This is an optimization exercise on Yosys and OpenROAD, whose aim is small area, a short achievable clock period and few clock cycles, not a production implementation. RTL that was checked went through simulation tests only; none was proved equivalent to the original. Power is estimated from default activity; no workload was simulated.

==> inputs of run C <==
==> flow/design.v (excerpt) <==
module frame_engine (
    input  wire        clk,
    input  wire        rst,
    input  wire        cmd_valid,
    output wire        cmd_ready,
    input  wire [15:0] cmd_data,
    output reg         ev_valid,
    output reg  [1:0]  ev_kind,       
    output reg  [15:0] ev_data,
    output reg         ev_last
);
export LEC_CHECK = 0
export ABC_CLOCK_PERIOD_IN_PS = 3000
export CAP_MARGIN = 20
export CORE_MARGIN = 2
export CORE_UTILIZATION = 40
export PLACE_DENSITY = 0.6
export SETUP_SLACK_MARGIN = 5
export SLEW_MARGIN = 20
create_clock -name core_clock -period 8.0 [get_ports {clk}]
run.sh (not shown) runs the stock make flow with config.mk's settings and CLKGATE_MAP_FILE= SYNTH_SCRIPT=/design/flow/synth_recipe.tcl, a recipe that flattens the netlist after the stock synthesis.
==> inputs of run Z, as changes to run C <==
--- a/flow/design.v
+++ b/flow/design.v
@@ -58,29 +58,21 @@
     wire append    = state && !closing && !len[7];
     assign deliver    = closing && !too_short && !fcs_bad;
     assign blocked    = append && (room == 8'd0);
     assign frame_last = len[6:0] - 7'd1;
     assign rd_byte    = buf_mem[rd_idx];
     wire take   = byte_en && !rst && !soft_rst;
-    wire [7:0] room_rd = room + {7'd0, rd_done};
-    wire [7:0] room_tk = append ? room_rd - 8'd1 :
-                         ((closing && !deliver) || overflow) ? room_rd + len : room_rd;
     wire drop   = soft_rst || (take && (closing ? !deliver : overflow));
     wire do_app = take && append;
     always @(posedge clk) begin
         if (rst) begin
             start <= 7'd0;
             wp    <= 7'd0;
             room  <= 8'd128;
         end else begin
-            if (soft_rst)
-                room <= room_rd + len;
-            else if (byte_en)
-                room <= room_tk;
-            else
-                room <= room_rd;
+            room <= room + {7'd0, rd_done} - {7'd0, do_app} + (drop ? len : 8'd0);
             if (drop)
                 wp <= start;
             else if (do_app)
                 wp <= wp + 7'd1;
             if (take && closing && deliver)
                 start <= wp;
@@ -117,45 +109,37 @@
                 len    <= len + 8'd1;
                 crc    <= crc_nxt;
                 crc_ok <= (crc_nxt == RESIDUE);
             end
         end
     end
-    reg       w_en;
-    reg [6:0] w_at;
-    reg [7:0] w_d;
     always @(posedge clk) begin
-        w_en <= byte_cand && append && (room != 8'd0);
-        w_at <= wp;
-        w_d  <= byte_d;
-        if (w_en)
-            buf_mem[w_at] <= w_d;
+        if (byte_cand && append && (room != 8'd0))
+            buf_mem[wp] <= byte_d;
     end
 endmodule
 module m17_extractor (
     input  wire        clk,
     input  wire        rst,           
     input  wire        byte_cand,     
     input  wire        byte_en,       
     input  wire [7:0]  byte_d,
     input  wire        is_s0,         
     input  wire        is_s1,         
-    input  wire        hi_ok,         
     input  wire        crc_check,     
     input  wire        lock,          
     output wire        deliver,       
     output wire        stores,        
     input  wire [5:0]  rd_idx,
     output wire [7:0]  rd_byte,
     output reg  [1:0]  state,         
     output reg  [5:0]  cnt,
     output reg         prev_valid,
     output reg  [7:0]  prev,
     output reg  [15:0] frames,
-    output reg  [15:0] discards,
-    output wire [7:0]  crc_hi         
+    output reg  [15:0] discards
 );
     localparam [1:0] HUNT = 2'd0, COLLECT = 2'd1, PEND = 2'd2;
     localparam [7:0] SYNC0 = 8'h5D, SYNC1 = 8'h5F;
     localparam [15:0] CRC_ANCHOR = 16'hCEF6;    
     reg [7:0]  buf_mem [2:47];
     reg        last_sync0;            
@@ -171,13 +155,13 @@
     wire store       = (state == COLLECT) && !reanchor;
     wire at47        = (cnt == 6'd47);
     wire full_now    = store && at47;
     wire fin_collect = full_now && !is_s0;
     wire fin_pend    = (state == PEND) && !is_s1;
     wire finalize    = fin_collect || fin_pend;
-    assign crc_hi    = crc[15:8];
+    wire hi_ok       = (crc[15:8] == byte_d);
     wire crc_good    = (state == PEND) ? ok47 : (lo_ok && hi_ok);
     wire crc_bad     = crc_check && !crc_good;
     assign deliver = finalize && !crc_bad;
     assign stores  = store;
     assign rd_byte = (rd_idx == 6'd0) ? SYNC0 : (rd_idx == 6'd1) ? SYNC1 : buf_mem[rd_idx];
     always @(posedge clk) begin
@@ -231,21 +215,15 @@
                     ok47 <= lo_ok && hi_ok;
                 if (full_now)
                     state <= PEND;
             end
         end
     end
-    reg       w_en;
-    reg [5:0] w_at;
-    reg [7:0] w_d;
     always @(posedge clk) begin
-        w_en <= byte_cand && store && !lock;
-        w_at <= cnt;
-        w_d  <= byte_d;
-        if (w_en)
-            buf_mem[w_at] <= w_d;
+        if (byte_cand && store && !lock)
+            buf_mem[cnt] <= byte_d;
     end
 endmodule
 module det_classifier (
     input  wire        clk,
     input  wire        rst,
     input  wire        clear,
@@ -327,14 +305,12 @@
     wire [15:0] nc    = sv ? s_data : cmd_data;    
     wire [7:0]  nc_op = nc[15:8];
     reg [7:0] arg;
     reg h_push, h_axp, h_m17p, h_x25i, h_x25b, h_cci, h_ccb, h_detc, h_detp,
         h_rd, h_wr, h_rst, h_bad;
     reg a_7e, a_5d, a_5f;
-    reg a_hiok;           
-    wire [7:0] m17_crc_hi;
     always @(posedge clk) begin
         if (rst) begin
             hv <= 1'b0;
             sv <= 1'b0;
         end else if (take) begin
             hv <= sv || cmd_valid;
@@ -364,13 +340,12 @@
                         (nc_op == OP_CCITT_INIT) || (nc_op == OP_CCITT_BYTE) ||
                         (nc_op == OP_DET_CLEAR) || (nc_op == OP_DET_PUSH) ||
                         (nc_op == OP_RD) || (nc_op == OP_WR_CTRL) || (nc_op == OP_RESET));
             a_7e   <= (nc[7:0] == 8'h7E);
             a_5d   <= (nc[7:0] == 8'h5D);
             a_5f   <= (nc[7:0] == 8'h5F);
-            a_hiok <= (nc[7:0] == m17_crc_hi);
         end
     end
     reg [1:0] mode;
     reg       fcs_check, crc_check, badcmd;
     reg [15:0] x25_acc, cc_acc;
     wire ax_sel  = (h_push && !mode[0]) || h_axp;
@@ -406,21 +381,21 @@
     wire [7:0]  m17_rd_byte;
     wire [1:0]  m17_state;
     wire [5:0]  m17_cnt;
     wire        m17_prev_valid;
     wire [7:0]  m17_prev;
     wire [15:0] m17_frames, m17_discards;
-    wire        m17_lock = m17_waiting || (s_m17 && (m17_rp[5:1] == 5'd0));
+    wire        m17_lock = m17_waiting || (s_m17 && (m17_cnt > m17_rp));
     m17_extractor u_m17 (
         .clk(clk), .rst(unit_rst),
         .byte_cand(hv && m17_sel), .byte_en(exec && m17_sel), .byte_d(arg),
-        .is_s0(a_5d), .is_s1(a_5f), .hi_ok(a_hiok), .crc_check(crc_check), .lock(m17_lock),
+        .is_s0(a_5d), .is_s1(a_5f), .crc_check(crc_check), .lock(m17_lock),
         .deliver(m17_dlv), .stores(m17_stores),
         .rd_idx(m17_rp), .rd_byte(m17_rd_byte),
         .state(m17_state), .cnt(m17_cnt), .prev_valid(m17_prev_valid), .prev(m17_prev),
-        .frames(m17_frames), .discards(m17_discards), .crc_hi(m17_crc_hi)
+        .frames(m17_frames), .discards(m17_discards)
     );
     wire [5:0] det_len;
     wire       det_full;
     wire [2:0] det_cls;
     det_classifier u_det (
         .clk(clk), .rst(unit_rst),
@@ -483,17 +458,15 @@
     wire [17:0] q_in = h_rd  ? {EV_RESP, rd_val} :
                        ax_go ? {EV_AX25, m17_go, 8'd0, ax_flast} : {EV_M17, 16'd0};
     wire        do_push = exec && q_push;
     wire        busy   = s_ax || s_m17;
     wire        do_pop = !busy && !q_empty;
     wire [17:0] q_head = q_mem[q_rp];
-    wire [QW:0] q_cnt_hold = do_pop ? q_cnt - 1'b1 : q_cnt;
-    wire [QW:0] q_cnt_push = do_pop ? q_cnt : q_cnt + 1'b1;
     assign ax_rd_done = s_ax || (do_pop && q_head[17:16] == EV_AX25);
     always @(posedge clk) begin
-        if (!q_full)
+        if (do_push)
             q_mem[q_wp] <= q_in;
     end
     always @(posedge clk) begin
         if (rst) begin
             q_wp        <= 0;
             q_rp        <= 0;
@@ -511,16 +484,13 @@
             m17_rp      <= 6'd0;
         end else begin
             if (do_push)
                 q_wp <= q_wp + 1'b1;
             if (do_pop)
                 q_rp <= q_rp + 1'b1;
-            if (do_push)
-                q_cnt <= q_cnt_push;
-            else
-                q_cnt <= q_cnt_hold;
+            q_cnt <= q_cnt + {{QW{1'b0}}, do_push} - {{QW{1'b0}}, do_pop};
             if (do_push && m17_go)
                 m17_waiting <= 1'b1;
             ev_valid <= 1'b0;
             ev_last  <= 1'b0;
             if (s_ax) begin
                 ev_valid <= 1'b1;
Settings changed: ABC_CLOCK_PERIOD_IN_PS 3000 to unset, SETUP_SLACK_MARGIN 5 to unset.
==> comparison <==
Of run C and run Z, run C has the higher register-to-register slack (gap 1.7 ns).
Sequential power is about the same in run C and run Z.
Between run Z and run C, the lower combinational power is in run C (gap about 33%, measured against run C).
Between run Z and run C, the lower non-clock buffer count is in run Z (gap 105).
Between run Z and run C, the lower first-iteration DRC count is in run Z (gap 2.1%, measured against run C).
Function was not checked in any run of this note: the RTL went through the layout flow alone.

==> job 3828 <==
frame_engine, a different RTL version from the one above (not shown whole).
clock: 8.0 ns
lec_check: 0
abc_clock_period_in_ps: 3000
cap_margin: 20
core_margin: 2
core_utilization: 60
cts_cluster_diameter: 80
cts_cluster_size: 30
place_density: 0.75
setup_slack_margin: 5
slew_margin: 20
==> job 978 (differences from job 3828) <==
--- a/flow/design.v
+++ b/flow/design.v
@@ -335,11 +335,11 @@
     output reg  [15:0] ev_data,
     output reg         ev_last
 );
     localparam AX25_BUF_BYTES = 128;
     localparam DET_MAX_LEN    = 32;
-    localparam QD = 4;                
+    localparam QD = 3;                
     localparam QW = 2;
     localparam [7:0] OP_NOP = 8'h00, OP_PUSH = 8'h01, OP_AX25_PUSH = 8'h02,
                      OP_M17_PUSH = 8'h03, OP_CHUNK_END = 8'h04,
                      OP_X25_INIT = 8'h10, OP_X25_BYTE = 8'h11,
                      OP_CCITT_INIT = 8'h12, OP_CCITT_BYTE = 8'h13,
@@ -539,13 +539,13 @@
             m17_lo      <= 8'd1;
             ax_rem      <= 7'd0;
             m17_rp      <= 6'd0;
         end else begin
             if (do_push)
-                q_wp <= q_wp + 1'b1;
+                q_wp <= (q_wp == QD - 1) ? 0 : q_wp + 1'b1;
             if (do_pop)
-                q_rp <= q_rp + 1'b1;
+                q_rp <= (q_rp == QD - 1) ? 0 : q_rp + 1'b1;
             if (do_push)
                 q_cnt <= q_cnt_push;
             else
                 q_cnt <= q_cnt_hold;
             if (do_push && m17_go)
--- a/flow/config.mk
+++ b/flow/config.mk
@@ -7,10 +7,10 @@
 export LEC_CHECK = 0
 export ABC_CLOCK_PERIOD_IN_PS = 3000
 export CAP_MARGIN = 20
 export CORE_MARGIN = 2
 export CORE_UTILIZATION = 60
-export CTS_CLUSTER_DIAMETER = 80
-export CTS_CLUSTER_SIZE = 30
+export CTS_CLUSTER_DIAMETER = 70
+export CTS_CLUSTER_SIZE = 27
 export PLACE_DENSITY = 0.75
 export SETUP_SLACK_MARGIN = 5
 export SLEW_MARGIN = 20
==> notes.md <==
- Job 3828 completed without violations. Job 978 went through all stages and came out clean.
- In job 3828 the critical path depth is lower than in job 978, by 5.
- Clock power: job 3828 is lower than job 978 (about 8%).
- Between job 978 and job 3828, the lower clock-buffer cell count is in job 978 (gap 10).
- Global-route usage: job 978 is higher than job 3828 (0.48 points).
- Against job 3828, the final area of job 978 is smaller by 0.74%.
- Against job 3828, the non-clock buffer count of job 978 is higher by 21.
- Against job 3828, the flip-flop and latch count of job 978 is lower by 18.
Testbench counts of job 3828, summed over its fixed seeds: cycles 51,011.
Testbench counts of job 978, summed over its fixed seeds: cycles 51,199.

==> job 2744: inputs <==
Another version of the RTL of frame_engine (not shown whole).
export LEC_CHECK = 0
export ABC_CLOCK_PERIOD_IN_PS = 3000
export CAP_MARGIN = 20
export CORE_MARGIN = 2
export CORE_UTILIZATION = 40
export CTS_CLUSTER_DIAMETER = 80
export CTS_CLUSTER_SIZE = 30
export PLACE_DENSITY = 0.6
export SETUP_SLACK_MARGIN = 5
export SLEW_MARGIN = 20
create_clock -name core_clock -period 8.0 [get_ports {clk}]
==> inputs of job 8116, as changes to job 2744 <==
--- a/flow/design.v
+++ b/flow/design.v
@@ -57,33 +57,23 @@
     wire overflow  = state && !is_flag && len[7];
     wire append    = state && !closing && !len[7];
     assign deliver    = closing && !too_short && !fcs_bad;
     assign blocked    = append && (room == 8'd0);
     assign frame_last = len[6:0] - 7'd1;
     assign rd_byte    = buf_mem[rd_idx];
     wire take   = byte_en && !rst && !soft_rst;
-    reg        rd_done_r;
-    wire [7:0] room_rd = room + {7'd0, rd_done_r};
-    wire [7:0] room_tk = append ? room_rd - 8'd1 :
-                         ((closing && !deliver) || overflow) ? room_rd + len : room_rd;
     wire drop   = soft_rst || (take && (closing ? !deliver : overflow));
     wire do_app = take && append;
     always @(posedge clk) begin
-        rd_done_r <= rd_done && !rst;
         if (rst) begin
             start <= 7'd0;
             wp    <= 7'd0;
             room  <= 8'd128;
         end else begin
-            if (soft_rst)
-                room <= room_rd + len;
-            else if (byte_en)
-                room <= room_tk;
-            else
-                room <= room_rd;
+            room <= room + {7'd0, rd_done} - {7'd0, do_app} + (drop ? len : 8'd0);
             if (drop)
                 wp <= start;
             else if (do_app)
                 wp <= wp + 7'd1;
             if (take && closing && deliver)
                 start <= wp;
         end
@@ -118,47 +108,39 @@
             end else begin
                 len    <= len + 8'd1;
                 crc    <= crc_nxt;
                 crc_ok <= (crc_nxt == RESIDUE);
             end
         end
     end
-    reg       w_en;
-    reg [6:0] w_at;
-    reg [7:0] w_d;
     always @(posedge clk) begin
-        w_en <= byte_cand && append && (room != 8'd0);
-        w_at <= wp;
-        w_d  <= byte_d;
-        if (w_en)
-            buf_mem[w_at] <= w_d;
+        if (byte_cand && append && (room != 8'd0))
+            buf_mem[wp] <= byte_d;
     end
 endmodule
 module m17_extractor (
     input  wire        clk,
     input  wire        rst,           
     input  wire        byte_cand,     
     input  wire        byte_en,       
     input  wire [7:0]  byte_d,
     input  wire        is_s0,         
     input  wire        is_s1,         
-    input  wire        hi_ok,         
     input  wire        crc_check,     
     input  wire        lock,          
     output wire        deliver,       
     output wire        stores,        
     input  wire [5:0]  rd_idx,
     output wire [7:0]  rd_byte,
     output reg  [1:0]  state,         
     output reg  [5:0]  cnt,
     output reg         prev_valid,
     output reg  [7:0]  prev,
     output reg  [15:0] frames,
-    output reg  [15:0] discards,
-    output wire [7:0]  crc_hi         
+    output reg  [15:0] discards
 );
     localparam [1:0] HUNT = 2'd0, COLLECT = 2'd1, PEND = 2'd2;
     localparam [7:0] SYNC0 = 8'h5D, SYNC1 = 8'h5F;
     localparam [15:0] CRC_ANCHOR = 16'hCEF6;    
     reg [7:0]  buf_mem [2:47];
     reg        last_sync0;            
     reg        prev_s0;               
@@ -172,15 +154,15 @@
                        ((state == PEND) && is_s1);
     wire store       = (state == COLLECT) && !reanchor;
     wire at47        = (cnt == 6'd47);
     wire full_now    = store && at47;
     wire fin_collect = full_now && !is_s0;
     wire fin_pend    = (state == PEND) && !is_s1;
     wire finalize    = fin_collect || fin_pend;
-    assign crc_hi    = crc[15:8];
+    wire hi_ok       = (crc[15:8] == byte_d);
     wire crc_good    = (state == PEND) ? ok47 : (lo_ok && hi_ok);
     wire crc_bad     = crc_check && !crc_good;
     assign deliver = finalize && !crc_bad;
     assign stores  = store;
     assign rd_byte = (rd_idx == 6'd0) ? SYNC0 : (rd_idx == 6'd1) ? SYNC1 : buf_mem[rd_idx];
     always @(posedge clk) begin
         if (rst) begin
@@ -232,23 +214,17 @@
                 if (at47)
                     ok47 <= lo_ok && hi_ok;
                 if (full_now)
                     state <= PEND;
             end
         end
     end
-    reg       w_en;
-    reg [5:0] w_at;
-    reg [7:0] w_d;
     always @(posedge clk) begin
-        w_en <= byte_cand && store && !lock;
-        w_at <= cnt;
-        w_d  <= byte_d;
-        if (w_en)
-            buf_mem[w_at] <= w_d;
+        if (byte_cand && store && !lock)
+            buf_mem[cnt] <= byte_d;
     end
 endmodule
 module det_classifier (
     input  wire        clk,
     input  wire        rst,
     input  wire        clear,
     input  wire        push,
@@ -328,16 +304,14 @@
     assign cmd_ready = !sv;
     wire [15:0] nc    = sv ? s_data : cmd_data;    
     wire [7:0]  nc_op = nc[15:8];
     reg [7:0] arg;
     reg h_push, h_axp, h_m17p, h_x25i, h_x25b, h_cci, h_ccb, h_detc, h_detp,
         h_rd, h_wr, h_rst, h_bad;
     reg a_7e, a_5d, a_5f;
-    reg a_hiok;           
-    wire [7:0] m17_crc_hi;
     always @(posedge clk) begin
         if (rst) begin
             hv <= 1'b0;
             sv <= 1'b0;
         end else if (take) begin
             hv <= sv || cmd_valid;
             sv <= 1'b0;
@@ -365,15 +339,14 @@
                         (nc_op == OP_X25_INIT) || (nc_op == OP_X25_BYTE) ||
                         (nc_op == OP_CCITT_INIT) || (nc_op == OP_CCITT_BYTE) ||
                         (nc_op == OP_DET_CLEAR) || (nc_op == OP_DET_PUSH) ||
                         (nc_op == OP_RD) || (nc_op == OP_WR_CTRL) || (nc_op == OP_RESET));
             a_7e   <= (nc[7:0] == 8'h7E);
             a_5d   <= (nc[7:0] == 8'h5D);
             a_5f   <= (nc[7:0] == 8'h5F);
-            a_hiok <= (nc[7:0] == m17_crc_hi);
         end
     end
     reg [1:0] mode;
     reg       fcs_check, crc_check, badcmd;
     reg [15:0] x25_acc, cc_acc;
     wire ax_sel  = (h_push && !mode[0]) || h_axp;
     wire m17_sel = (h_push && !mode[1]) || h_m17p;
@@ -407,23 +380,23 @@
     wire        m17_dlv, m17_stores;
     wire [7:0]  m17_rd_byte;
     wire [1:0]  m17_state;
     wire [5:0]  m17_cnt;
     wire        m17_prev_valid;
     wire [7:0]  m17_prev;
     wire [15:0] m17_frames, m17_discards;
-    wire        m17_lock = m17_waiting || (s_m17 && (m17_rp[5:1] == 5'd0));
+    wire        m17_lock = m17_waiting || (s_m17 && (m17_cnt > m17_rp));
     m17_extractor u_m17 (
         .clk(clk), .rst(unit_rst),
         .byte_cand(hv && m17_sel), .byte_en(exec && m17_sel), .byte_d(arg),
-        .is_s0(a_5d), .is_s1(a_5f), .hi_ok(a_hiok), .crc_check(crc_check), .lock(m17_lock),
+        .is_s0(a_5d), .is_s1(a_5f), .crc_check(crc_check), .lock(m17_lock),
         .deliver(m17_dlv), .stores(m17_stores),
         .rd_idx(m17_rp), .rd_byte(m17_rd_byte),
         .state(m17_state), .cnt(m17_cnt), .prev_valid(m17_prev_valid), .prev(m17_prev),
-        .frames(m17_frames), .discards(m17_discards), .crc_hi(m17_crc_hi)
+        .frames(m17_frames), .discards(m17_discards)
     );
     wire [5:0] det_len;
     wire       det_full;
     wire [2:0] det_cls;
     det_classifier u_det (
         .clk(clk), .rst(unit_rst),
         .clear(exec && h_detc),
@@ -484,19 +457,17 @@
     end
     wire [17:0] q_in = h_rd  ? {EV_RESP, rd_val} :
                        ax_go ? {EV_AX25, m17_go, 8'd0, ax_flast} : {EV_M17, 16'd0};
     wire        do_push = exec && q_push;
     wire        busy   = s_ax || s_m17;
     wire        do_pop = !busy && !q_empty;
     wire [17:0] q_head = q_mem[q_rp];
-    wire [QW:0] q_cnt_hold = do_pop ? q_cnt - 1'b1 : q_cnt;
-    wire [QW:0] q_cnt_push = do_pop ? q_cnt : q_cnt + 1'b1;
     assign ax_rd_done = s_ax || (do_pop && q_head[17:16] == EV_AX25);
     always @(posedge clk) begin
-        if (!q_full)
+        if (do_push)
             q_mem[q_wp] <= q_in;
     end
     always @(posedge clk) begin
         if (rst) begin
             q_wp        <= 0;
             q_rp        <= 0;
             q_cnt       <= 0;
@@ -512,18 +483,15 @@
             ax_rem      <= 7'd0;
             m17_rp      <= 6'd0;
         end else begin
             if (do_push)
                 q_wp <= q_wp + 1'b1;
             if (do_pop)
                 q_rp <= q_rp + 1'b1;
-            if (do_push)
-                q_cnt <= q_cnt_push;
-            else
-                q_cnt <= q_cnt_hold;
+            q_cnt <= q_cnt + {{QW{1'b0}}, do_push} - {{QW{1'b0}}, do_pop};
             if (do_push && m17_go)
                 m17_waiting <= 1'b1;
             ev_valid <= 1'b0;
             ev_last  <= 1'b0;
             if (s_ax) begin
                 ev_valid <= 1'b1;
                 ev_kind  <= EV_AX25;
CTS_CLUSTER_DIAMETER = default   (was 80)
CTS_CLUSTER_SIZE = default   (was 30)
==> notes.md <==
Run status: job 2744 complete, no violations; job 8116 complete, no violations
Net count, final: job 2744 4679; job 8116 5191
Routed wire length on met3: job 2744 11900 um; job 8116 15700 um
Core utilization of the finished layout: job 2744 0.451; job 8116 0.490
Distinct cells, synth: job 2744 89; job 8116 97
Largest net degree at the start of global routing: job 2744 113; job 8116 184
Mapped Nets: job 2744 4610; job 8116 4842
Total power: job 2744 19300 uW; job 8116 22400 uW
Sequential cell area: job 2744 51000 um^2; job 8116 50500 um^2
Largest stage delay on the critical path: job 2744 0.80 ns; job 8116 0.60 ns
Layout clock area frac: job 2744 0.0444; job 8116 0.0626
Drt initial violations: job 2744 4966; job 8116 4881
Arr. time, crit path: job 2744 3.47 ns; job 8116 4.26 ns
Wirelength, routed: job 2744 192000 um; job 8116 214000 um
Multi-input combinational cell count: job 2744 2458; job 8116 2661
Leakage dissipation: job 2744 0.0251 uW; job 8116 0.0280 uW
Switching share of total power: job 2744 0.269; job 8116 0.268
Sequential cell count: job 2744 1795; job 8116 1770
Shortest clock period the worst path allows after layout: job 2744 3.09 ns; job 8116 3.57 ns
Post-CTS repair timing setup buffer count: job 2744 35; job 8116 161
Internal portion of total power: job 2744 14100 uW; job 8116 16400 uW
Testbench counts of job 2744, summed over its fixed seeds: cycles 51,011.
The RTL of job 8116 was laid out without a check of its function.

## static timing again, ports no longer ideal
The results above use ideal ports. As a check the final layouts listed here were re-extracted and re-timed, cells and wires unchanged.
Step 1 assumes that a clkbuf_16 drives the clock port and a buf_2 every other input.
Step 2 moves the port delays by t, midway between the first and last clock arrival at a register: inputs arrive t later, outputs are due t later. That takes back most of the time a late clock gives input paths.
a / b / c = ideal ports / drivers / drivers and shift; a / b = the first two.
| run | t, ns | setup slack, ns | worst setup path at the end |
|---|---|---|---|
| run C | 0.892 | 4.629 / 4.629 / 4.353 | input to register |
| run Z | 0.893 | 2.938 / 2.938 / 2.938 | register to register |
| job 3828 | 0.758 | 4.917 / 4.917 / 4.493 | input to register |
| job 978 | 0.784 | 4.912 / 4.912 / 4.550 | input to register |
| job 2744 | 0.829 | 4.914 / 4.914 / 4.391 | input to register |
| job 8116 | 0.893 | 4.429 / 4.429 / 3.631 | input to register |
After both steps setup and hold are still met in every run listed. For job 8116, which loses most, drivers alone change the setup slack by 0.000 ns; drivers and shift together by -0.798 ns.
